From an optimization exercise on the open Yosys and OpenROAD flow, aimed at small area, a short achievable clock period and few clock cycles per item; shortcuts taken in it are not production practice.
In this exercise RTL edits were held to simulation tests only and were not proved equivalent to the original.
Power figures rest on the tool's default switching activity, not on a simulated workload.

### design/flow/config.mk
export PLATFORM = sky130hd
export DESIGN_NAME = xover_f32
export DESIGN_NICKNAME = xover_f32
export VERILOG_FILES = /design/flow/design.v
export SDC_FILE = /design/flow/constraint.sdc
export NUM_CORES = 4
export LEC_CHECK = 0
export CAP_MARGIN = 20
export CORE_MARGIN = 2
export CORE_UTILIZATION = 40
export SLEW_MARGIN = 20
### design/flow/design.v
module fp32_mul_s1 (
    input  wire [31:0] a,
    input  wire [31:0] b,
    output wire [47:0] prod,       
    output wire        sy,         
    output wire [1:0]  spc,        
    output wire [7:0]  e0,         
    output wire        e0_hi,      
    output wire        e0_ff,      
    output wire        adj_ok,     
    output wire [6:0]  amt,        
    output wire        st_a,       
    output wire        st_b        
);
    wire [7:0]  ea = a[30:23];
    wire [7:0]  eb = b[30:23];
    wire [22:0] fa = a[22:0];
    wire [22:0] fb = b[22:0];
    wire a_e0 = (ea == 8'h00);
    wire b_e0 = (eb == 8'h00);
    wire a_e1 = (ea == 8'hFF);
    wire b_e1 = (eb == 8'hFF);
    wire a_f0 = (fa == 23'd0);
    wire b_f0 = (fb == 23'd0);
    wire a_nan  = a_e1 & ~a_f0;
    wire b_nan  = b_e1 & ~b_f0;
    wire a_inf  = a_e1 & a_f0;
    wire b_inf  = b_e1 & b_f0;
    wire a_zero = a_e0 & a_f0;
    wire b_zero = b_e0 & b_f0;
    wire a_sub  = a_e0 & ~a_f0;
    wire b_sub  = b_e0 & ~b_f0;
    assign sy = a[31] ^ b[31];
    wire is_nan  = a_nan | b_nan | (a_inf & b_zero) | (b_inf & a_zero);
    wire is_inf  = a_inf | b_inf;
    wire is_zero = a_zero | b_zero | (a_sub & b_sub);
    assign spc = is_nan ? 2'd3 : is_inf ? 2'd2 : is_zero ? 2'd1 : 2'd0;
    wire [23:0] ma = {~a_e0, fa};
    wire [23:0] mb = {~b_e0, fb};
    assign prod = ma * mb;
    wire [22:0] fs = a_sub ? fa : (b_sub ? fb : 23'h400000);
    reg  [4:0]  lzs;
    integer i;
    always @* begin
        lzs = 5'd23;
        for (i = 0; i < 23; i = i + 1)
            if (fs[i]) lzs = 5'd23 - i[4:0];
    end
    wire [4:0] lzs_eff = (a_sub | b_sub) ? lzs : 5'd0;
    reg [4:0] tza, tzb;
    always @* begin
        tza = 5'd23;
        for (i = 22; i >= 0; i = i - 1)
            if (ma[i]) tza = i[4:0];
        tzb = 5'd23;
        for (i = 22; i >= 0; i = i - 1)
            if (mb[i]) tzb = i[4:0];
    end
    wire [5:0] tz = {1'b0, tza} + {1'b0, tzb};
    wire [8:0] xa = {1'b0, ea[7:1], ea[0] | a_e0};
    wire [8:0] xb = {1'b0, eb[7:1], eb[0] | b_e0};
    wire [9:0] xs = {1'b0, xa} + {1'b0, xb};
    wire signed [10:0] k  = $signed({1'b0, xs}) - 11'sd127;
    wire signed [10:0] lz = $signed({6'd0, lzs_eff});
    wire               k_gt = (k > lz);
    wire signed [10:0] s1 = k_gt ? lz : k;                   
    wire signed [10:0] e0w = $signed({1'b0, xs}) - 11'sd126 - lz;
    assign adj_ok = k_gt;
    assign e0     = e0w[7:0];
    assign e0_hi  = (e0w >= 11'sd256);
    assign e0_ff  = (e0w == 11'sd255);
    wire signed [10:0] s1c  = (s1 < -11'sd75) ? -11'sd75 : s1;
    wire signed [10:0] amtw = 11'sd46 - s1c;
    assign amt = amtw[6:0];
    wire signed [10:0] tzs = $signed({5'd0, tz});
    assign st_a = (tzs < (11'sd22 - s1));
    assign st_b = (tzs < (11'sd23 - s1));
endmodule
module fp32_mul_s2 (
    input  wire [47:0] prod,
    input  wire        sy,
    input  wire [1:0]  spc,
    input  wire [7:0]  e0,
    input  wire        e0_hi,
    input  wire        e0_ff,
    input  wire        adj_ok,
    input  wire [6:0]  amt,
    input  wire        st_a,
    input  wire        st_b,
    output reg  [31:0] y
);
    wire [97:0] pe  = {26'd0, prod, 24'd0};
    wire [97:0] psh = pe >> amt;
    wire [25:0] w   = psh[25:0];
    wire        top = w[25];
    wire        adj = ~top & adj_ok;                  
    wire [23:0] keep = adj ? w[24:1] : w[25:2];
    wire        g    = adj ? w[0]    : w[1];
    wire        s    = adj ? st_a    : st_b;
    wire        inc  = g & (s | keep[0]);
    wire [7:0]  ef   = top ? e0 : (adj_ok ? e0 - 8'd1 : 8'd0);
    wire        ovf  = e0_hi | (e0_ff & top);
    wire [30:0] mag  = {ef, keep[22:0]} + {30'd0, inc};
    always @* begin
        case (spc)
            2'd3:    y = 32'h7FC00000;
            2'd2:    y = {sy, 8'hFF, 23'd0};
            2'd1:    y = {sy, 31'd0};
            default: y = ovf ? {sy, 8'hFF, 23'd0} : {sy, mag};
        endcase
    end
endmodule
module fp32_add_s1 (
    input  wire [31:0] a,
    input  wire [31:0] b,
    input  wire        sub,
    output wire [27:0] sum,        
    output wire [7:0]  ebig,       
    output wire        sgn,        
    output wire        esub,       
    output wire [1:0]  spc         
);
    wire        sb = b[31] ^ sub;
    wire [30:0] ma = a[30:0];
    wire [30:0] mb = b[30:0];
    wire a_e1 = (a[30:23] == 8'hFF);
    wire b_e1 = (b[30:23] == 8'hFF);
    wire a_f0 = (a[22:0] == 23'd0);
    wire b_f0 = (b[22:0] == 23'd0);
    wire a_nan = a_e1 & ~a_f0;
    wire b_nan = b_e1 & ~b_f0;
    wire a_inf = a_e1 & a_f0;
    wire a_zero = (a[30:0] == 31'd0);
    wire b_zero = (b[30:0] == 31'd0);
    wire b_inf = b_e1 & b_f0;
    assign spc = (a_nan | b_nan | (a_inf & b_inf & (a[31] != sb))) ? 2'd3 :
                 (a_inf | b_inf) ? 2'd2 : 2'd0;
    wire        swap = (mb > ma);
    assign sgn  = swap ? sb : a[31];
    assign esub = a[31] ^ sb;
    wire        a_e0 = (a[30:23] == 8'd0);
    wire        b_e0 = (b[30:23] == 8'd0);
    wire [7:0]  xa = {a[30:24], a[23] | a_e0};
    wire [7:0]  xb = {b[30:24], b[23] | b_e0};
    wire [7:0]  dab = xa - xb;
    wire [7:0]  dba = xb - xa;
    assign ebig = swap ? xb : xa;
    wire [7:0]  d = swap ? dba : dab;
    wire [23:0] mxa = {~a_e0, a[22:0]};
    wire [23:0] mxb = {~b_e0, b[22:0]};
    wire [23:0] mbig = swap ? mxb : mxa;
    wire [23:0] msml = swap ? mxa : mxb;
    reg  [4:0]  tza, tzb;
    integer i;
    always @* begin
        tza = 5'd31;
        for (i = 23; i >= 0; i = i - 1)
            if (mxa[i]) tza = i[4:0];
        tzb = 5'd31;
        for (i = 23; i >= 0; i = i - 1)
            if (mxb[i]) tzb = i[4:0];
    end
    wire [4:0]  tzs = swap ? tza : tzb;
    wire        s_nz = swap ? ~a_zero : ~b_zero;
    wire [4:0]  dc = (d > 8'd26) ? 5'd27 : d[4:0];
    wire [26:0] msx = {msml, 3'b000};
    wire [26:0] ash = msx >> dc;
    wire [8:0]  tz3 = {4'd0, tzs} + 9'd3;
    wire        st  = s_nz & ({1'b0, d} > tz3);
    wire [26:0] asml = {ash[26:1], ash[0] | st};
    wire [27:0] bx = {1'b0, mbig, 3'b000};
    assign sum = esub ? (bx - {1'b0, asml}) : (bx + {1'b0, asml});
endmodule
module fp32_add_s2 (
    input  wire [27:0] sum,
    input  wire [7:0]  ebig,
    input  wire        sgn,
    input  wire        esub,
    input  wire [1:0]  spc,
    output reg  [31:0] y
);
    function [4:0] lzc27(input [26:0] v);
        integer i;
        begin
            lzc27 = 5'd27;
            for (i = 0; i < 27; i = i + 1)
                if (v[i]) lzc27 = 5'd26 - i[4:0];
        end
    endfunction
    reg [26:0] norm;
    reg [9:0]  e;
    reg [4:0]  lz, shl;
    reg [7:0]  efield;
    reg [23:0] keep;
    reg        g, s, inc;
    reg [30:0] mag;
    always @* begin
        e   = {2'b00, ebig};
        lz  = lzc27(sum[26:0]);
        shl = ({3'b000, lz} > ebig - 8'd1) ? (ebig[4:0] - 5'd1) : lz;
        if (sum[27]) begin
            norm = {sum[27:2], sum[1] | sum[0]};
            e    = e + 10'd1;
        end else begin
            norm = sum[26:0] << shl;
            e    = e - {5'd0, shl};
        end
        efield = norm[26] ? e[7:0] : 8'd0;
        keep = norm[26:3];
        g    = norm[2];
        s    = |norm[1:0];
        inc  = g & (s | keep[0]);
        mag  = {efield, keep[22:0]} + {30'd0, inc};
        if (spc == 2'd3)
            y = 32'h7FC00000;
        else if (spc == 2'd2)
            y = {sgn, 8'hFF, 23'd0};
        else if (sum == 28'd0)
            y = esub ? 32'h00000000 : {sgn, 31'd0};
        else if (e >= 10'd255)
            y = {sgn, 8'hFF, 23'd0};
        else
            y = {sgn, mag};
    end
endmodule
module xover_f32 (
    input  wire        clk,
    input  wire        rst,         
    input  wire        cfg_we,
    input  wire [3:0]  cfg_addr,
    input  wire [31:0] cfg_data,
    input  wire        clear,       
    input  wire        in_valid,
    output wire        in_ready,
    input  wire [31:0] in_x,
    output reg         out_valid,
    output wire [31:0] out_low,
    output wire [31:0] out_mid,
    output wire [31:0] out_high
);
    reg  [9:0]  ph;
    reg         v0, v1;             
    reg  [31:0] x, x2;
    reg         we_r, clr_r;
    reg  [3:0]  addr_r;
    reg  [31:0] data_r;
    assign in_ready = ph[9];
    wire acc = in_valid & ph[9];
    always @(posedge clk) begin
        if (rst) ph <= 10'd1;
        else     ph <= {ph[8:0], ph[9]};
        we_r   <= cfg_we;
        addr_r <= cfg_addr;
        data_r <= cfg_data;
        clr_r  <= clear;
        if (ph[9]) x <= in_x;
        x2 <= x;
        if (rst) begin
            v0 <= 1'b0;
            v1 <= 1'b0;
        end else begin
            if (ph[9]) begin
                v0 <= acc;
                v1 <= v0;
            end
            if (clr_r) v1 <= 1'b0;    
        end
        out_valid <= ~rst & ph[3] & v1;
    end
    wire [31:0] radd_l, yb_l, yb_h, radd_h;
    xover_engine #(.OFS(0), .BASE(0)) u_lp (
        .clk(clk), .rst(rst), .ph(ph), .v0(v0), .v1(v1), .clr(clr_r),
        .we(we_r), .addr(addr_r), .data(data_r),
        .x(x), .ext(x2), .radd(radd_l), .yb(yb_l));
    xover_engine #(.OFS(2), .BASE(5)) u_hp (
        .clk(clk), .rst(rst), .ph(ph), .v0(v0), .v1(v1), .clr(clr_r),
        .we(we_r), .addr(addr_r), .data(data_r),
        .x(x), .ext(radd_l), .radd(radd_h), .yb(yb_h));
    assign out_low  = yb_l;
    assign out_high = yb_h;
    assign out_mid  = radd_h;
endmodule
module xover_engine #(
    parameter OFS  = 0,
    parameter BASE = 0
) (
    input  wire        clk,
    input  wire        rst,
    input  wire [9:0]  ph,
    input  wire        v0,
    input  wire        v1,
    input  wire        clr,
    input  wire        we,
    input  wire [3:0]  addr,
    input  wire [31:0] data,
    input  wire [31:0] x,
    input  wire [31:0] ext,
    output reg  [31:0] radd,
    output reg  [31:0] yb
);
    wire [9:0] lp;
    genvar gi;
    generate
        for (gi = 0; gi < 10; gi = gi + 1) begin : g_lp
            assign lp[gi] = ph[(gi + OFS) % 10];
        end
    endgenerate
    wire [4:0] q5 = lp[4:0] | lp[9:5];
    reg  [31:0] c [0:4];
    reg  [4:0]  cz;                 
    wire        hit = we && (addr >= BASE) && (addr < BASE + 5);
    wire [3:0]  la  = addr - BASE;
    reg  [2:0]  j;
    always @* begin
        case (la)
            4'd0:    j = 3'd0;
            4'd1:    j = 3'd3;
            4'd2:    j = 3'd2;
            4'd3:    j = 3'd4;
            default: j = 3'd1;
        endcase
    end
    reg  [4:0]  wsel;
    integer ii, pp;
    always @* begin
        wsel = 5'd0;
        for (ii = 0; ii < 5; ii = ii + 1)
            for (pp = 0; pp < 5; pp = pp + 1)
                if (q5[pp] && (((pp + 1 + ii) % 5) == j)) wsel[ii] = hit;
    end
    always @(posedge clk) begin
        for (ii = 0; ii < 5; ii = ii + 1) begin
            c[ii] <= wsel[ii] ? data : c[(ii + 1) % 5];
        end
        if (rst)
            cz <= 5'b11111;
        else
            cz <= {cz[0], cz[4:1]} & ~wsel;
    end
    wire [31:0] coef = cz[0] ? 32'd0 : c[0];
    reg  [31:0] ya;
    reg  [31:0] rmul, h;
    wire sel_x  = lp[0] | lp[3] | lp[7];
    wire sel_yb = lp[1] | lp[9];
    wire [31:0] mul_a = sel_x ? x : (sel_yb ? yb : ya);
    wire [47:0] m_prod;
    wire        m_sy, m_e0_hi, m_e0_ff, m_adj_ok, m_st_a, m_st_b;
    wire [1:0]  m_spc;
    wire [7:0]  m_e0;
    wire [6:0]  m_amt;
    fp32_mul_s1 u_m1 (.a(mul_a), .b(coef), .prod(m_prod), .sy(m_sy), .spc(m_spc),
        .e0(m_e0), .e0_hi(m_e0_hi), .e0_ff(m_e0_ff), .adj_ok(m_adj_ok), .amt(m_amt),
        .st_a(m_st_a), .st_b(m_st_b));
    reg [47:0] mr_prod;
    reg        mr_sy, mr_e0_hi, mr_e0_ff, mr_adj_ok, mr_st_a, mr_st_b;
    reg [1:0]  mr_spc;
    reg [7:0]  mr_e0;
    reg [6:0]  mr_amt;
    always @(posedge clk) begin
        mr_prod <= m_prod; mr_sy <= m_sy; mr_spc <= m_spc; mr_e0 <= m_e0;
        mr_e0_hi <= m_e0_hi; mr_e0_ff <= m_e0_ff; mr_adj_ok <= m_adj_ok;
        mr_amt <= m_amt; mr_st_a <= m_st_a; mr_st_b <= m_st_b;
    end
    wire [31:0] mul_y;
    fp32_mul_s2 u_m2 (.prod(mr_prod), .sy(mr_sy), .spc(mr_spc), .e0(mr_e0),
        .e0_hi(mr_e0_hi), .e0_ff(mr_e0_ff), .adj_ok(mr_adj_ok), .amt(mr_amt),
        .st_a(mr_st_a), .st_b(mr_st_b), .y(mul_y));
    always @(posedge clk) begin
        rmul <= mul_y;
        h    <= rmul;
    end
    reg  [31:0] s1a, s2a, s1b, s2b;
    reg  [3:0]  sz;                 
    reg  [31:0] add_a, add_b;
    always @* begin
        add_a = rmul;
        if (lp[3] | lp[8]) add_a = radd;
        if (lp[1] | lp[6]) add_a = h;
        if (lp[0])         add_a = ext;
        add_b = 32'd0;
        if (lp[2] & ~sz[0]) add_b = s1a;
        if (lp[7] & ~sz[2]) add_b = s1b;
        if (lp[8] & ~sz[1]) add_b = s2a;
        if (lp[3] & ~sz[3]) add_b = s2b;
        if (lp[1] | lp[6])  add_b = rmul;
        if (lp[4] | lp[9])  add_b = h;
        if (lp[0])          add_b = yb;
    end
    wire add_sub = lp[0] | lp[1] | lp[4] | lp[6] | lp[9];
    wire [27:0] a_sum;
    wire [7:0]  a_ebig;
    wire        a_sgn, a_esub;
    wire [1:0]  a_spc;
    fp32_add_s1 u_a1 (.a(add_a), .b(add_b), .sub(add_sub), .sum(a_sum), .ebig(a_ebig),
        .sgn(a_sgn), .esub(a_esub), .spc(a_spc));
    reg [27:0] ar_sum;
    reg [7:0]  ar_ebig;
    reg        ar_sgn, ar_esub;
    reg [1:0]  ar_spc;
    always @(posedge clk) begin
        ar_sum <= a_sum; ar_ebig <= a_ebig; ar_sgn <= a_sgn; ar_esub <= a_esub;
        ar_spc <= a_spc;
    end
    wire [31:0] add_y;
    fp32_add_s2 u_a2 (.sum(ar_sum), .ebig(ar_ebig), .sgn(ar_sgn), .esub(ar_esub),
        .spc(ar_spc), .y(add_y));
    wire w_s1a = lp[9] & ((9 + OFS <= 9) ? v0 : v1);
    wire w_s2a = lp[0] & v1;
    wire w_s1b = lp[4] & v1;
    wire w_s2b = lp[5] & v1;
    wire kill  = rst | clr;
    always @(posedge clk) begin
        radd <= add_y;
        if (lp[3]) ya <= add_y;
        if (lp[8]) yb <= add_y;
        if (w_s1a & ~kill) s1a <= add_y;
        if (w_s2a & ~kill) s2a <= add_y;
        if (w_s1b & ~kill) s1b <= add_y;
        if (w_s2b & ~kill) s2b <= add_y;
        if (kill)
            sz <= 4'b1111;
        else
            sz <= sz & ~{w_s2b, w_s1b, w_s2a, w_s1a};
    end
endmodule
### design/flow/constraint.sdc
create_clock -name core_clock -period 25.0 [get_ports {clk}]
set_input_delay 5.0000 -clock core_clock [delete_from_list [all_inputs] [get_ports {clk}]]
set_output_delay 5.0000 -clock core_clock [all_outputs]
set_load 0.01 [all_outputs]
### design/flow/run.sh
#!/bin/bash
# synth_recipe.tcl (not shown) runs the flow's synth.tcl, then flattens the netlist and writes it again
# the make line also repeats each setting of config.mk as NAME=value (left out here)
make -C /OpenROAD-flow-scripts/flow DESIGN_CONFIG=/design/flow/config.mk WORK_HOME=/design/flow/orfs CLKGATE_MAP_FILE= SYNTH_SCRIPT=/design/flow/synth_recipe.tcl finish
==> results of run 1 <==
## logic make-up after synthesis
group / count (synthesis)
simple gates: 4002
compound gates: 2642
buf+inv: 2094
fa+ha+maj: 1626
flops: 1251
mux: 813
xor+xnor: 324
## layout by cell type, fill, tap and decap left out, types with 154 or more instances in the layout
master	netlist	routed
nand3_1	206	206
clkdlybuf4s50_1	0	170
mux2i_1	305	304
a21o_1	155	155
ha_1	648	648
buf_4	19	273
dfxtp_1	835	822
fa_1	978	978
nor3_1	159	156
inv_1	1298	1298
edfxtp_1	416	416
a21oi_1	751	726
xnor2_1	221	220
mux2_2	400	400
nand2b_1	155	154
nand2_1	1526	1525
o21ai_0	503	502
nor2_1	1284	1268
## worst max-delay path by stage
stage,startpoint,to,slack [ns]
final,ph[3],u_hp.ar_sum[27],12.58
after global routing,ph[3],u_hp.ar_sum[27],11.61
after CTS,ph[3],u_hp.ar_sum[27],12.73
after detailed placement,ph[3],u_hp.ar_sum[27],12.77
after global placement,ph[3],u_hp.ar_sum[27],12.81
after floorplan,ph[9],u_hp.ar_sum[27],14.44
## registers in the layout, summed over array words and instances, names as in the netlist, 48 cells and up
name,count
u_hp.c,160
u_hp.mr_prod,48
u_lp.c,160
u_lp.mr_prod,48
## per-stage QoR
| step | instances | hold WS, ns |
|---|---|---|
| after floorplan | 12750 | 0.3392 |
| after global placement | 16150 | 0.3891 |
| after detailed placement | 16150 | 0.3838 |
| after CTS | 16410 | 0.3828 |
| after global routing | 16410 | 0.3962 |
| final | 16420 | 0.3986 |
## per-layer routing
layer / track usage, % / share of wire, % / up-vias
li1: - / - / 43220
met1: 39.88 / 42 / 47460
met2: 44.19 / 43 / 4602
met3: 5.523 / 9.3 / 760
met4: 13.08 / 5.1 / 8
met5: 0 / 0.011 / -
## power groups by stage
stage / sequential (mW) / clock (mW) / combinational [mW]
CTS: 3.40 / 2.23 / 6.89
floorplan: 3.09 / 0 / 4.47
global route: 3.44 / 2.31 / 7.56
finish: 3.42 / 2.21 / 7.05
detailed placement: 3.44 / 0 / 6.85
global placement: 3.45 / 0 / 6.87
## layout make-up
type                       instances  area, um^2
antenna                           15       37.54
clock buffer                     182        3855
clock inverter                    75        1059
fill                           27220      156200
inverter                        1324        4970
multi-input combinational       9407       76080
sequential                      1251       29230
tap                             3724        4659
timing repair buffer             445        3779
## cell usage after synthesis, types with 103 or more instances
master / instances
xnor2_1: 221
nand3_1: 206
o21ai_0: 503
a211oi_1: 153
nor2b_1: 146
nor3_1: 159
buf_1: 125
inv_1: 1298
nand2_1: 1526
mux2i_1: 305
a21o_1: 155
clkbuf_1: 560
mux4_2: 106
edfxtp_1: 416
o21a_1: 104
dfxtp_1: 835
nor2_1: 1284
nand2b_1: 155
xor2_1: 103
a21oi_1: 751
mux2_2: 400
ha_1: 648
fa_1: 978
==> impl_metrics.json, run 1 <==
{
  "status": "complete, no violations",
  "path_delay_family": "compound AO/OA/AOI/OAI gates",
  "grt_pass1_wl_mm": 621.5,
  "synth-simple-area-share_pct": 15.84,
  "tns_ns": 0,
  "antenna_found_initial": 45,
  "post-place-ws_ns": 12.77,
  "power_leakage_nw": 52.48,
  "clk_pin_slew_ns": 0.07,
  "cap_viol_max_count": 0,
  "drc_errors": 0,
  "r2r-start": "ph[3]",
  "cts_tree": "yes",
  "synth_top_family_by_area": "adder cells",
  "synth-compound-area-share_pct": 15.27,
  "startpoint_type": "flop",
  "overflow": 0,
  "h-tree-depth": 4,
  "clock.fmax_mhz": 80.50,
  "cts-resized-gates": 0,
  "yosys_warnings": 9,
  "design_area_um2": 123700,
  "power_density_nw_per_um2": 102.5,
  "power_switching_mw": 6.134,
  "start_util_pct": 40.32,
  "slowest_delay_ns": 0.92,
  "die-area_um2": 286300,
  "crit_type": "reg2reg",
  "first_iter_violations": 10500,
  "slowest_stage": "a211oi_2",
  "synth_nets": 14450,
  "post_cts_buffers": 0,
  "hold_viol": 0,
  "vias": 96050,
  "grt_pass1_vias": 91200,
  "rrSetupSlack_ns": 12.58,
  "rows": 194,
  "combinationalPowerShare_pct": 55.6,
  "avgRoutedWirePerCell_um": 25.84,
  "syn_to_final_growth_pct": 9.602,
  "synth-seq-cells": 1251,
  "synth_flop_cell": "dfxtp_1",
  "fin_ws_ns": 12.58,
  "hold_path_startpoint": "u_hp.rmul[17]",
  "crit_path_max_fanout": 85,
  "synthAdderAreaFrac_pct": 24.54,
  "synth_area_um2": 112800,
  "synth-edff-count": 416,
  "worst-path-stages": 42,
  "arrival_ns": 13.11,
  "cts_buffer_depth": 3,
  "root_buffer": "clkbuf_16",
  "required_ns": 25.69,
  "syn-mean-instance-area_um2": 8.848,
  "ys_seq_area_share_pct": 25.89,
  "reg2reg_depth": 42,
  "finalCoreUtilization_pct": 44.19,
  "die_w_um": 535.1,
  "r2r_end": "u_hp.ar_sum[27]",
  "place.gp.congestion": 1.012,
  "final_nets": 14270,
  "core_region_area_um2": 279900,
  "ios": 171,
  "p_int_mw": 6.539,
  "cts_hold_buf": 0,
  "fin_crit_ns": 12.42,
  "port_buffers": 170,
  "netlist_top_cells_area": "fa_1 (17%), dfxtp_1 (15%), edfxtp_1 (11%)",
  "grt_usage_pct": 29.02,
  "synth_xor_xnor_area_share_pct": 2.515,
  "synth_top_area_share_pct": 17.35,
  "skew_ns": 0.09123,
  "drive_above_1_share_pct": 9.721,
  "final_antenna_net_count": 0,
  "synth_top_cell_by_area": "fa_1",
  "whs_endpoint": "u_hp.h[17]",
  "fin_crit_sh_pct": 49.69,
  "clkPwrFrac_pct": 17.4,
  "total_power_mw": 12.67,
  "grt_setup_unrepaired": "no",
  "synth.mux.area_fraction_pct": 8.839,
  "crit_path_end_kind": "flop",
  "dpl.hpwl_mm": 327.9,
  "viasPerCell": 5.848,
  "max_slew_margin_pct": 15.70,
  "drt-total-wl_mm": 424.4,
  "drv_slew": 0,
  "synth_cell_types": 117,
  "clock_sinks": 1251,
  "dr.pass1.iters": 7,
  "cts_inserted_buffers": 139,
  "grt_max_degree": 136,
  "placed_area_um2": 118700,
  "async_flop_share_pct": 0,
  "min_path_type": "reg2reg",
  "min_path_cells": 0,
  "seq_power_share_pct": 27.0,
  "clk_latency_ns": 0.84,
  "syn_inst": 12750,
  "critPathBufInv": 3,
  "tightestPinTransition_ns": 1.264,
  "netSwitchingFraction_pct": 48.40,
  "crit_path_frequent_cell": "a21oi_1",
  "dieHeight_um": 535.1,
  "final-setup-viol-count": 0,
  "irDropWorstVdd_v": 0.00009522
}
Testbench counts, summed over its fixed seeds: cycles 80,120, items 8,000.
==> run 2, diff against run 1 <==
--- a/design/flow/design.v
+++ b/design/flow/design.v
@@ -1,14 +1,15 @@
 module fp32_mul_s1 (
     input  wire [31:0] a,
     input  wire [31:0] b,
-    output wire [47:0] prod,       
+    output wire [35:0] p_lo,       
+    output wire [35:0] p_hi,       
     output wire        sy,         
     output wire [1:0]  spc,        
     output wire [7:0]  e0,         
     output wire        e0_hi,      
     output wire        e0_ff,      
     output wire        adj_ok,     
-    output wire [6:0]  amt,        
+    output wire [5:0]  amt,        
     output wire        st_a,       
     output wire        st_b        
 );
@@ -37,7 +38,8 @@
     assign spc = is_nan ? 2'd3 : is_inf ? 2'd2 : is_zero ? 2'd1 : 2'd0;
     wire [23:0] ma = {~a_e0, fa};
     wire [23:0] mb = {~b_e0, fb};
-    assign prod = ma * mb;
+    assign p_lo = ma * mb[11:0];
+    assign p_hi = ma * mb[23:12];
     wire [22:0] fs = a_sub ? fa : (b_sub ? fb : 23'h400000);
     reg  [4:0]  lzs;
     integer i;
@@ -69,28 +71,30 @@
     assign e0     = e0w[7:0];
     assign e0_hi  = (e0w >= 11'sd256);
     assign e0_ff  = (e0w == 11'sd255);
-    wire signed [10:0] s1c  = (s1 < -11'sd75) ? -11'sd75 : s1;
-    wire signed [10:0] amtw = 11'sd46 - s1c;
-    assign amt = amtw[6:0];
+    wire signed [10:0] s1c  = (s1 < -11'sd26) ? -11'sd26 : s1;
+    wire signed [10:0] amtw = 11'sd23 - s1c;
+    assign amt = amtw[5:0];
     wire signed [10:0] tzs = $signed({5'd0, tz});
     assign st_a = (tzs < (11'sd22 - s1));
     assign st_b = (tzs < (11'sd23 - s1));
 endmodule
 module fp32_mul_s2 (
-    input  wire [47:0] prod,
+    input  wire [35:0] p_lo,
+    input  wire [35:0] p_hi,
     input  wire        sy,
     input  wire [1:0]  spc,
     input  wire [7:0]  e0,
     input  wire        e0_hi,
     input  wire        e0_ff,
     input  wire        adj_ok,
-    input  wire [6:0]  amt,
+    input  wire [5:0]  amt,
     input  wire        st_a,
     input  wire        st_b,
     output reg  [31:0] y
 );
-    wire [97:0] pe  = {26'd0, prod, 24'd0};
-    wire [97:0] psh = pe >> amt;
+    wire [47:0] prod = {p_hi + {12'd0, p_lo[35:12]}, p_lo[11:0]};
+    wire [48:0] pe  = {prod, 1'b0};
+    wire [48:0] psh = pe >> amt;
     wire [25:0] w   = psh[25:0];
     wire        top = w[25];
     wire        adj = ~top & adj_ok;                  
@@ -121,8 +125,8 @@
     output wire [1:0]  spc         
 );
     wire        sb = b[31] ^ sub;
-    wire [30:0] ma = a[30:0];
-    wire [30:0] mb = b[30:0];
+    wire a_e0 = (a[30:23] == 8'h00);
+    wire b_e0 = (b[30:23] == 8'h00);
     wire a_e1 = (a[30:23] == 8'hFF);
     wire b_e1 = (b[30:23] == 8'hFF);
     wire a_f0 = (a[22:0] == 23'd0);
@@ -130,26 +134,24 @@
     wire a_nan = a_e1 & ~a_f0;
     wire b_nan = b_e1 & ~b_f0;
     wire a_inf = a_e1 & a_f0;
-    wire a_zero = (a[30:0] == 31'd0);
-    wire b_zero = (b[30:0] == 31'd0);
     wire b_inf = b_e1 & b_f0;
+    wire a_zero = a_e0 & a_f0;
+    wire b_zero = b_e0 & b_f0;
     assign spc = (a_nan | b_nan | (a_inf & b_inf & (a[31] != sb))) ? 2'd3 :
                  (a_inf | b_inf) ? 2'd2 : 2'd0;
-    wire        swap = (mb > ma);
-    assign sgn  = swap ? sb : a[31];
     assign esub = a[31] ^ sb;
-    wire        a_e0 = (a[30:23] == 8'd0);
-    wire        b_e0 = (b[30:23] == 8'd0);
-    wire [7:0]  xa = {a[30:24], a[23] | a_e0};
-    wire [7:0]  xb = {b[30:24], b[23] | b_e0};
-    wire [7:0]  dab = xa - xb;
-    wire [7:0]  dba = xb - xa;
-    assign ebig = swap ? xb : xa;
-    wire [7:0]  d = swap ? dba : dab;
+    wire [7:0]  xa  = {a[30:24], a[23] | a_e0};
+    wire [7:0]  xb  = {b[30:24], b[23] | b_e0};
     wire [23:0] mxa = {~a_e0, a[22:0]};
     wire [23:0] mxb = {~b_e0, b[22:0]};
-    wire [23:0] mbig = swap ? mxb : mxa;
-    wire [23:0] msml = swap ? mxa : mxb;
+    wire [8:0]  dab = {1'b0, xa} - {1'b0, xb};
+    wire [7:0]  dba = xb - xa;
+    wire        ge  = ~dab[8];                   
+    wire        eq  = (xa == xb);
+    wire [7:0]  d   = ge ? dab[7:0] : dba;
+    assign ebig = ge ? xa : xb;
+    wire [23:0] mbig = ge ? mxa : mxb;
+    wire [23:0] msml = ge ? mxb : mxa;
     reg  [4:0]  tza, tzb;
     integer i;
     always @* begin
@@ -160,16 +162,23 @@
         for (i = 23; i >= 0; i = i - 1)
             if (mxb[i]) tzb = i[4:0];
     end
-    wire [4:0]  tzs = swap ? tza : tzb;
-    wire        s_nz = swap ? ~a_zero : ~b_zero;
-    wire [4:0]  dc = (d > 8'd26) ? 5'd27 : d[4:0];
+    wire [4:0]  tzs  = ge ? tzb : tza;
+    wire        s_nz = ge ? ~b_zero : ~a_zero;
+    wire [4:0]  dc  = (d > 8'd26) ? 5'd27 : d[4:0];
     wire [26:0] msx = {msml, 3'b000};
     wire [26:0] ash = msx >> dc;
     wire [8:0]  tz3 = {4'd0, tzs} + 9'd3;
     wire        st  = s_nz & ({1'b0, d} > tz3);
     wire [26:0] asml = {ash[26:1], ash[0] | st};
-    wire [27:0] bx = {1'b0, mbig, 3'b000};
-    assign sum = esub ? (bx - {1'b0, asml}) : (bx + {1'b0, asml});
+    wire [27:0] bx   = {1'b0, mbig, 3'b000};
+    wire [27:0] sumf;
+    fp_pfx_add #(.N(28)) u_sum (.a(bx), .b({1'b0, asml} ^ {28{esub}}), .cin(esub), .s(sumf));
+    wire [24:0] dn_ab = {1'b0, mxa} - {1'b0, mxb};
+    wire [23:0] dn_ba = mxb - mxa;
+    wire        b_gt  = dn_ab[24];               
+    wire [23:0] dn    = b_gt ? dn_ba : dn_ab[23:0];
+    assign sum = (eq & esub) ? {1'b0, dn, 3'b000} : sumf;
+    assign sgn = eq ? (b_gt ? sb : a[31]) : (ge ? a[31] : sb);
 endmodule
 module fp32_add_s2 (
     input  wire [27:0] sum,
@@ -223,6 +232,36 @@
             y = {sgn, mag};
     end
 endmodule
+module fp_pfx_add #(
+    parameter N = 28,
+    parameter L = 5              
+) (
+    input  wire [N-1:0] a,
+    input  wire [N-1:0] b,
+    input  wire         cin,
+    output wire [N-1:0] s
+);
+    wire [N:0] g [0:L];
+    wire [N:0] p [0:L];
+    assign g[0] = {a & b, cin};
+    assign p[0] = {a ^ b, 1'b0};
+    genvar l, i;
+    generate
+        for (l = 0; l < L; l = l + 1) begin : g_lv
+            for (i = 0; i <= N; i = i + 1) begin : g_bt
+                if ((i >> l) & 1) begin : g_op
+                    localparam integer J = ((i >> l) << l) - 1;
+                    assign g[l+1][i] = g[l][i] | (p[l][i] & g[l][J]);
+                    assign p[l+1][i] = p[l][i] & p[l][J];
+                end else begin : g_pass
+                    assign g[l+1][i] = g[l][i];
+                    assign p[l+1][i] = p[l][i];
+                end
+            end
+        end
+    endgenerate
+    assign s = p[0][N:1] ^ g[L][N-1:0];
+endmodule
 module xover_f32 (
     input  wire        clk,
     input  wire        rst,         
@@ -244,11 +283,13 @@
     reg         we_r, clr_r;
     reg  [3:0]  addr_r;
     reg  [31:0] data_r;
-    assign in_ready = ph[9];
+    reg         rdy;                
+    assign in_ready = rdy;
     wire acc = in_valid & ph[9];
     always @(posedge clk) begin
         if (rst) ph <= 10'd1;
         else     ph <= {ph[8:0], ph[9]};
+        rdy <= ~rst & ph[8];
         we_r   <= cfg_we;
         addr_r <= cfg_addr;
         data_r <= cfg_data;
@@ -338,31 +379,49 @@
             cz <= {cz[0], cz[4:1]} & ~wsel;
     end
     wire [31:0] coef = cz[0] ? 32'd0 : c[0];
+    wire [9:0]  lpn = {lp[8:0], lp[9]};
+    reg         sm_x, sm_yb;
+    reg         sa_s1a, sa_s1b, sa_radd, sa_h, sa_rmul, sa_ext;
+    reg         sb_rmul, sb_s2a, sb_s2b, sb_h, sb_yb, sub_r;
+    always @(posedge clk) begin
+        sm_x    <= lpn[0] | lpn[3] | lpn[7];
+        sm_yb   <= lpn[1] | lpn[9];
+        sa_s1a  <= lpn[2];
+        sa_s1b  <= lpn[7];
+        sa_radd <= lpn[3] | lpn[8];
+        sa_h    <= lpn[1] | lpn[6];
+        sa_rmul <= lpn[4] | lpn[9];
+        sa_ext  <= lpn[0];
+        sb_rmul <= lpn[1] | lpn[2] | lpn[6] | lpn[7];
+        sb_s2a  <= lpn[8];
+        sb_s2b  <= lpn[3];
+        sb_h    <= lpn[4] | lpn[9];
+        sb_yb   <= lpn[0];
+        sub_r   <= lpn[0] | lpn[1] | lpn[4] | lpn[6] | lpn[9];
+    end
     reg  [31:0] ya;
     reg  [31:0] rmul, h;
-    wire sel_x  = lp[0] | lp[3] | lp[7];
-    wire sel_yb = lp[1] | lp[9];
-    wire [31:0] mul_a = sel_x ? x : (sel_yb ? yb : ya);
-    wire [47:0] m_prod;
+    wire [31:0] mul_a = sm_x ? x : (sm_yb ? yb : ya);
+    wire [35:0] m_p_lo, m_p_hi;
     wire        m_sy, m_e0_hi, m_e0_ff, m_adj_ok, m_st_a, m_st_b;
     wire [1:0]  m_spc;
     wire [7:0]  m_e0;
-    wire [6:0]  m_amt;
-    fp32_mul_s1 u_m1 (.a(mul_a), .b(coef), .prod(m_prod), .sy(m_sy), .spc(m_spc),
+    wire [5:0]  m_amt;
+    fp32_mul_s1 u_m1 (.a(mul_a), .b(coef), .p_lo(m_p_lo), .p_hi(m_p_hi), .sy(m_sy), .spc(m_spc),
         .e0(m_e0), .e0_hi(m_e0_hi), .e0_ff(m_e0_ff), .adj_ok(m_adj_ok), .amt(m_amt),
         .st_a(m_st_a), .st_b(m_st_b));
-    reg [47:0] mr_prod;
+    reg [35:0] mr_p_lo, mr_p_hi;
     reg        mr_sy, mr_e0_hi, mr_e0_ff, mr_adj_ok, mr_st_a, mr_st_b;
     reg [1:0]  mr_spc;
     reg [7:0]  mr_e0;
-    reg [6:0]  mr_amt;
+    reg [5:0]  mr_amt;
     always @(posedge clk) begin
-        mr_prod <= m_prod; mr_sy <= m_sy; mr_spc <= m_spc; mr_e0 <= m_e0;
+        mr_p_lo <= m_p_lo; mr_p_hi <= m_p_hi; mr_sy <= m_sy; mr_spc <= m_spc; mr_e0 <= m_e0;
         mr_e0_hi <= m_e0_hi; mr_e0_ff <= m_e0_ff; mr_adj_ok <= m_adj_ok;
         mr_amt <= m_amt; mr_st_a <= m_st_a; mr_st_b <= m_st_b;
     end
     wire [31:0] mul_y;
-    fp32_mul_s2 u_m2 (.prod(mr_prod), .sy(mr_sy), .spc(mr_spc), .e0(mr_e0),
+    fp32_mul_s2 u_m2 (.p_lo(mr_p_lo), .p_hi(mr_p_hi), .sy(mr_sy), .spc(mr_spc), .e0(mr_e0),
         .e0_hi(mr_e0_hi), .e0_ff(mr_e0_ff), .adj_ok(mr_adj_ok), .amt(mr_amt),
         .st_a(mr_st_a), .st_b(mr_st_b), .y(mul_y));
     always @(posedge clk) begin
@@ -371,22 +430,13 @@
     end
     reg  [31:0] s1a, s2a, s1b, s2b;
     reg  [3:0]  sz;                 
-    reg  [31:0] add_a, add_b;
-    always @* begin
-        add_a = rmul;
-        if (lp[3] | lp[8]) add_a = radd;
-        if (lp[1] | lp[6]) add_a = h;
-        if (lp[0])         add_a = ext;
-        add_b = 32'd0;
-        if (lp[2] & ~sz[0]) add_b = s1a;
-        if (lp[7] & ~sz[2]) add_b = s1b;
-        if (lp[8] & ~sz[1]) add_b = s2a;
-        if (lp[3] & ~sz[3]) add_b = s2b;
-        if (lp[1] | lp[6])  add_b = rmul;
-        if (lp[4] | lp[9])  add_b = h;
-        if (lp[0])          add_b = yb;
-    end
-    wire add_sub = lp[0] | lp[1] | lp[4] | lp[6] | lp[9];
+    wire [31:0] add_a = ({32{sa_s1a & ~sz[0]}} & s1a) | ({32{sa_s1b & ~sz[2]}} & s1b) |
+                        ({32{sa_radd}} & radd) | ({32{sa_h}} & h) |
+                        ({32{sa_rmul}} & rmul) | ({32{sa_ext}} & ext);
+    wire [31:0] add_b = ({32{sb_rmul}} & rmul) | ({32{sb_s2a & ~sz[1]}} & s2a) |
+                        ({32{sb_s2b & ~sz[3]}} & s2b) | ({32{sb_h}} & h) |
+                        ({32{sb_yb}} & yb);
+    wire add_sub = sub_r;
     wire [27:0] a_sum;
     wire [7:0]  a_ebig;
     wire        a_sgn, a_esub;
--- a/design/flow/config.mk
+++ b/design/flow/config.mk
@@ -5,6 +5,7 @@
 export SDC_FILE = /design/flow/constraint.sdc
 export NUM_CORES = 4
 export LEC_CHECK = 0
+export ABC_AREA = 1
 export CAP_MARGIN = 20
 export CORE_MARGIN = 2
 export CORE_UTILIZATION = 40
==> run 2 against run 1 <==
Net effect:
- die area up 1.0%
- still clean
- setup slack better by 2.4 ns
- area after synthesis is 1.1% higher
- first-iteration DRC count shrank 0.34%
- count of clock-buffer cells in the layout grew 42
- combinational power increased by 43%
- register-to-register slack better by 2.4 ns
- clock skew down 0.0062 ns
- sequential power grew 3%
- power rose by 26%
==> impl_metrics.json, run 2 <==
{
  "root_buffer": "clkbuf_16",
  "power_density_nw_per_um2": 127.1,
  "syn-mean-instance-area_um2": 7.356,
  "synth_common_cells": "nand2_1 (4194), inv_1 (2185), nand3_1 (1206), nor2_1 (1164), o21ai_0 (1073)",
  "path_delay_family": "simple AND/OR/NAND/NOR gates",
  "drc_errors": 0,
  "reg2reg_depth": 49,
  "max_slew_margin_pct": 14.13,
  "dr.pass1.iters": 8,
  "async_flop_share_pct": 0,
  "grt_max_degree": 79,
  "irDropWorstVdd_v": 0.0001229,
  "rrSetupSlack_ns": 14.93,
  "synth_top_area_share_pct": 15.87,
  "min_path_type": "reg2reg",
  "dieHeight_um": 537.9,
  "mostFrequentLayoutCells": "nand2_1 (4187), inv_1 (2185), nand3_1 (1206)",
  "total_power_mw": 15.93,
  "rows": 196,
  "crit_type": "reg2reg",
  "die_w_um": 537.9,
  "synth_area_um2": 114000,
  "die-area_um2": 289400,
  "r2r-start": "u_hp.sa_rmul",
  "min_path_cells": 0,
  "synth_flop_cell": "dfxtp_1",
  "arrival_ns": 10.83,
  "vias": 104600,
  "cts_inserted_buffers": 155,
  "cts_hold_buf": 0,
  "cap_viol_max_count": 0,
  "final_nets": 17080,
  "start_util_pct": 40.08,
  "whs_endpoint": "u_hp.h[24]",
  "viasPerCell": 5.404,
  "drt-total-wl_mm": 424.9,
  "grtUsageMet2_pct": 44.88,
  "syn_to_final_growth_pct": 9.903,
  "final-setup-viol-count": 0,
  "overflow": 0,
  "status": "complete, no violations",
  "grt_setup_unrepaired": "no",
  "synth_cell_types": 84,
  "crit_path_end_kind": "flop",
  "startpoint_type": "flop",
  "ys_seq_area_share_pct": 26.79,
  "final_antenna_net_count": 0,
  "h-tree-depth": 4,
  "synth-edff-count": 416,
  "slowest_delay_ns": 0.80,
  "grt_pass1_wl_mm": 635.4,
  "slowest_stage": "nor4_1",
  "cts_buffer_depth": 4,
  "dpl.hpwl_mm": 330.7,
  "biggestRegsByFlops": "u_hp.c (160), u_lp.c (160)",
  "tns_ns": 0,
  "crit_path_frequent_cell": "nand2_1",
  "skew_ns": 0.08503,
  "place.gp.congestion": 0.9933,
  "yosys_warnings": 10,
  "netlist_top_cells_area": "fa_1 (16%), dfxtp_1 (16%), nand2_1 (14%)",
  "yosysMostFrequentCell": "nand2_1",
  "synth-seq-cells": 1318,
  "synth_top_cell_by_area": "fa_1",
  "port_buffers": 170,
  "clock.fmax_mhz": 99.35,
  "drive_above_1_share_pct": 5.108,
  "final_common_cell": "nand2_1",
  "clk_latency_ns": 0.89,
  "tightestPinTransition_ns": 1.276,
  "syn_inst": 15500,
  "power_leakage_nw": 59.12,
  "cts-resized-gates": 0,
  "avgRoutedWirePerCell_um": 21.95,
  "grt_use_met3_pct": 5.096,
  "fin_crit_sh_pct": 40.26,
  "r2r_end": "u_hp.ar_sum[27]",
  "clock_sinks": 1318,
  "post_cts_buffers": 0,
  "fin_ws_ns": 14.93,
  "synth_nets": 17130,
  "grt_busiest_layer": "met2",
  "first_iter_violations": 10470,
  "cts_tree": "yes",
  "hold_viol": 0,
  "grt_pass1_vias": 99900,
  "ios": 171,
  "antenna_found_initial": 19,
  "hold_path_startpoint": "u_hp.rmul[24]",
  "fin_crit_ns": 10.07,
  "required_ns": 25.77,
  "clk_pin_slew_ns": 0.06,
  "grt_usage_pct": 28.98,
  "core_region_area_um2": 284500,
  "crit_path_max_fanout": 73,
  "critPathBufInv": 10,
  "drv_slew": 0,
  "post-place-ws_ns": 15.21,
  "gr-usage-met1_pct": 38.57,
  "fillCellCount": 29390,
  "finalCoreUtilization_pct": 44.05
}
run 2: stage by stage:
stage,instance area [um^2],std cells,hold slack [ns]
3_3_place_gp,120000,19060,0.3625
3_5_place_dp,120100,19060,0.3591
5_1_grt,125300,19350,0.3709
4_1_cts,125300,19340,0.3652
2_1_floorplan,114000,15500,0.3480
6_report,125300,19350,0.3681
run 2: how the worst max path moves through the flow:
stage                 startpoint              end  slack [ns]  cells after the start
floorplan                    rst      u_hp.s1a[0]       17.51                      3
global placement     u_hp.sa_ext  u_lp.ar_sum[16]       15.29                     45
detailed placement   u_hp.sa_ext  u_lp.ar_sum[16]       15.21                     43
CTS                  u_hp.sa_ext  u_lp.ar_sum[16]       15.19                     42
global route        u_hp.sa_rmul  u_hp.ar_sum[27]       13.74                     49
finish              u_hp.sa_rmul  u_hp.ar_sum[27]       14.93                     49
run 2: power breakdown:
| part | leakage (nW) | internal [mW] | switching (mW) |
|---|---|---|---|
| registers | 11.3 | 3.02 | 0.509 |
| clock network | 2.51 | 1.35 | 1.00 |
| logic | 45.3 | 2.95 | 7.10 |
run 2: worst reg2reg max path: cells and delay by family (launching register included):
family          cells  cell delay [ns]
xor+xnor            2             0.54
flops               1             0.55
mux                 1             0.27
fa+ha+maj           3             0.76
compound gates      7             1.38
buf+inv            10             2.31
simple gates       26             4.17
run 2: metal layers:
| metal | vias up | part of all wire [%] |
|---|---|---|
| li1 | 49510 | - |
| met1 | 49800 | 42 |
| met2 | 4381 | 43 |
| met3 | 893 | 8.7 |
| met4 | 8 | 6.3 |
| met5 | - | 0.023 |
run 2: cells by family (layout without fill, tap and decap cells):
kind of cell | count (synthesis) | count (layout) | share of synthesized area [%]
simple gates | 7018 | 7018 | 25.49
buf+inv | 2888 | 2970 | 9.763
compound gates | 2288 | 2288 | 11.55
fa+ha+maj | 1552 | 1552 | 22.98
flops | 1318 | 1318 | 26.79
xor+xnor | 390 | 390 | 3.009
mux | 47 | 47 | 0.4126
other cells | 0 | 9 | 0
run 2: area by class of cell:
class / count / area (um^2) / area share, %
Antenna cell: 9 / 22.52 / 0.01797
Timing Repair Buffer: 432 / 3699 / 2.951
Sequential cell: 1318 / 30570 / 24.39
Inverter: 2255 / 8464 / 6.754
Clock inverter: 59 / 724.4 / 0.5781
Clock buffer: 224 / 4446 / 3.547
Multi-Input combinational cell: 11300 / 72690 / 58.00
Tap cell: 3762 / 4707 / 3.756
Testbench counts of run 2, summed over its fixed seeds: cycles 80,120, items 8,000.

## separate check: timing with driven ports
Ports are ideal in the flow. The routed layouts listed here were re-timed in OpenROAD. Step 1 assumes that a clkbuf_16 drives the clock port and a buf_2 every other input. Step 2 moves the port delays by t, midway between the first and last clock arrival at a register: inputs arrive t later, outputs are due t later. That takes back most of the time a late clock gives input paths. Three values: no drivers, after step 1, after step 2; two values: the first two.
run | shift t [ns] | setup slack, ns | worst setup path at the end | latest minus earliest clock arrival (ns) | slew at the worst register clock pin (ns)
run 1 | 0.908 | 12.578 / 12.578 / 12.578 | register to register | 0.098 / 0.098 | 0.08 / 0.08
run 2 | 0.936 | 14.935 / 14.935 / 14.935 | register to register | 0.086 / 0.086 | 0.08 / 0.08
After both steps every run listed still meets setup and hold.
